This design comes from an exercise in tuning for small area, a short achievable clock period and few clock cycles on the open sky130 flow, not from production work. Only simulation tests tie the RTL to the original design; equivalence was not proved. Power and IR drop assume default switching activity.

## trpx_terse_enc
module trpx_terse_enc (
    input  wire        clk,
    input  wire        rst,
    input  wire        start,
    output wire        start_ready,
    input  wire [6:0]  cfg_block,     
    input  wire        cfg_signed,    
    input  wire [6:0]  cfg_pb,        
    input  wire [15:0] cfg_n,         
    input  wire        in_valid,
    output wire        in_ready,
    input  wire [31:0] in_data,
    output wire        out_valid,
    input  wire        out_ready,
    output wire [31:0] out_data,
    output wire        out_last,
    output reg         done,
    output wire [1:0]  done_err,      
    output wire [21:0] done_bits      
);
For scale: ~4400 cells after synthesis, about 1500 flip-flops.
Settings: LEC_CHECK=0, CAP_MARGIN=20, CORE_MARGIN=5, CORE_UTILIZATION=60, CTS_CLUSTER_DIAMETER=80, CTS_CLUSTER_SIZE=24, PLACE_DENSITY=0.72, SETUP_SLACK_MARGIN=5, SLEW_MARGIN=20; clock period 8.0 ns.
run.sh (not shown) runs the stock make flow with config.mk's settings and CLKGATE_MAP_FILE= SYNTH_SCRIPT=/design/flow/synth_recipe.tcl, a recipe that flattens the netlist after the stock synthesis.
Testbench counts at the start, summed over its fixed seeds: cycles 9,290.
Then changed:
--- a/flow/design.v
+++ b/flow/design.v
@@ -113,23 +113,23 @@
                     v <= in_data;
             assign vflat[gi*32 +: 32] = v;
         end
     endgenerate
     integer j;
     always @(*) begin
         e_raw = 32'd0;
         for (j = 0; j < 32; j = j + 1)
             e_raw = e_raw | (vflat[j*32 +: 32] & {32{rd_oh[j]}});
     end
     reg         p1_item;         
-    reg  [1:0]  p1_kind;
+    reg         p1_end;          
     reg  [1:0]  p1_err;
     reg         p1_last;
     reg         p1_first;
     reg  [5:0]  p1_n;
     reg         c_vld;
     reg  [1:0]  c_kind;
     reg  [1:0]  c_err;
     reg         c_last;
     reg         c_first;
     reg  [5:0]  c_n;
     wire [31:0] s_th  = therm;
@@ -332,34 +332,34 @@
             end
             if (in_fire) begin
                 wr_ptr <= wr_ptr + 5'd1;
                 i_bad  <= bad_now;
             end
             r1_vld    <= in_fire;
             r1_bfirst <= i_bfirst;
             if (r1_vld)
                 therm <= (r1_bfirst ? 32'd0 : therm) | r1_st;
             p1_item <= new_item;
             if (start_fire) begin
-                p1_kind <= K_END;
+                p1_end  <= 1'b1;
                 p1_err  <= cfg_err;
             end else begin
-                p1_kind <= bad_now ? K_BAD : K_BLK;
+                p1_end  <= 1'b0;
                 p1_err  <= 2'd3;
             end
             p1_last  <= frm_end;
             p1_first <= i_ffirst;
             p1_n     <= i_bn;
             c_vld <= p1_item || c_hold;
             if (!(c_vld && c_kind == K_END)) begin
-                c_kind  <= p1_kind;
+                c_kind  <= p1_end ? K_END : i_bad ? K_BAD : K_BLK;
                 c_err   <= p1_err;
                 c_last  <= p1_last;
                 c_first <= p1_first;
                 c_n     <= p1_n;
             end
             if (e_pop) begin
                 for (qi = 0; qi < QD - 1; qi = qi + 1)
                     q[qi] <= q[qi + 1];
             end else if (e_read) begin
                 q[0][13:8] <= h_n - 6'd1;
             end
Outcome:
- critical path depth falls by 1
- utilization falls by 0.27 points
- final area hardly moves
- synthesized cell count rises by 1.2%
- count of clock-buffer cells in the layout rises by 4
Testbench counts after the change, summed over its fixed seeds: cycles 9,290.

--- another note on this design; it stands on its own ---

== the reference run ==
## trpx_terse_enc
module trpx_terse_enc (
    input  wire        clk,
    input  wire        rst,
    input  wire        start,
    output wire        start_ready,
    input  wire [6:0]  cfg_block,     
    input  wire        cfg_signed,    
    input  wire [6:0]  cfg_pb,        
    input  wire [15:0] cfg_n,         
    input  wire        in_valid,
    output wire        in_ready,
    input  wire [31:0] in_data,
    output wire        out_valid,
    input  wire        out_ready,
    output wire [31:0] out_data,
    output wire        out_last,
    output reg         done,
    output wire [1:0]  done_err,      
    output wire [21:0] done_bits      
);
Size in the first run: about 130 I/O pins.
clock: 8.0 ns
lec_check: 0
cap_margin: 20
core_margin: 5
core_utilization: 65
cts_cluster_diameter: 80
cts_cluster_size: 24
place_density: 0.76
setup_slack_margin: 5
slew_margin: 20
run.sh (not shown) runs the stock make flow with config.mk's settings and CLKGATE_MAP_FILE= SYNTH_SCRIPT=/design/flow/synth_recipe.tcl, a recipe that flattens the netlist after the stock synthesis.
Per the final summary, the reference run finished and its layout is clean on timing, DRC and antenna.
Testbench counts of the reference run, summed over its fixed seeds: cycles 9,290.
Modified inputs, the trial run compared to the reference run
Settings: changing CORE_UTILIZATION from 65 to 55; changing PLACE_DENSITY from 0.76 to 0.68.
--- outcome ---
The trial run closes out successfully: all stages finished, all timing, DRC and antenna checks passed. The trial run vs. the reference run: highest cell delay on the worst timing path went down by 310 ps. Side by side, total power turned out higher in the trial run than in the reference run. Diff the reference run -> the trial run | fmax | increase of 1.2%. Changes observed in the trial run relative to the reference run: wire length rose 4.3 mm, power density relative to cell area rose about 1.5%, met1 routing resource usage after global routing fell 5.8 points. Delta (the trial run minus the reference run): signed area change from the synthesized netlist to the final layout picked up an extra 0.26 points, final critical-path required period went down 36 ps.

what the ideal ports hide:
In the flow no input, the clock included, has a driving cell. The finished layouts below were timed again as built, in two steps. Step 1: set_driving_cell puts a clkbuf_16 on clk and a buf_2 on each other input, an assumption about the parent block. Step 2 also shifts input and output timing later by t, the mid clock arrival at the registers, as if the neighbouring blocks saw the same clock. Three values: ideal ports, drivers, drivers and shift; two values: the first two.
| run | t (ns) | setup WS [ns] | hold slack, ns | latest minus earliest clock arrival (ns) | cell pins on the clock port's net |
|---|---|---|---|---|---|
| the first run of note 1 | 0.745 | 4.935 / 4.935 / 4.245 | 0.423 / 0.423 / 0.423 | 0.025 / 0.026 | 1 |
| the second run of note 1 | 0.760 | 4.873 / 4.873 / 4.298 | 0.424 / 0.424 / 0.424 | 0.036 / 0.037 | 1 |
| the reference run | 0.741 | 4.894 / 4.894 / 4.277 | 0.426 / 0.426 / 0.426 | 0.036 / 0.036 | 1 |
| the trial run | 0.766 | 4.930 / 4.930 / 4.277 | 0.425 / 0.425 / 0.425 | 0.037 / 0.037 | 1 |
After both steps setup and hold are still met in every run listed. The setup slack of the first run of note 1, which loses most, moves by 0.000 ns with the drivers and by -0.690 ns with both steps.
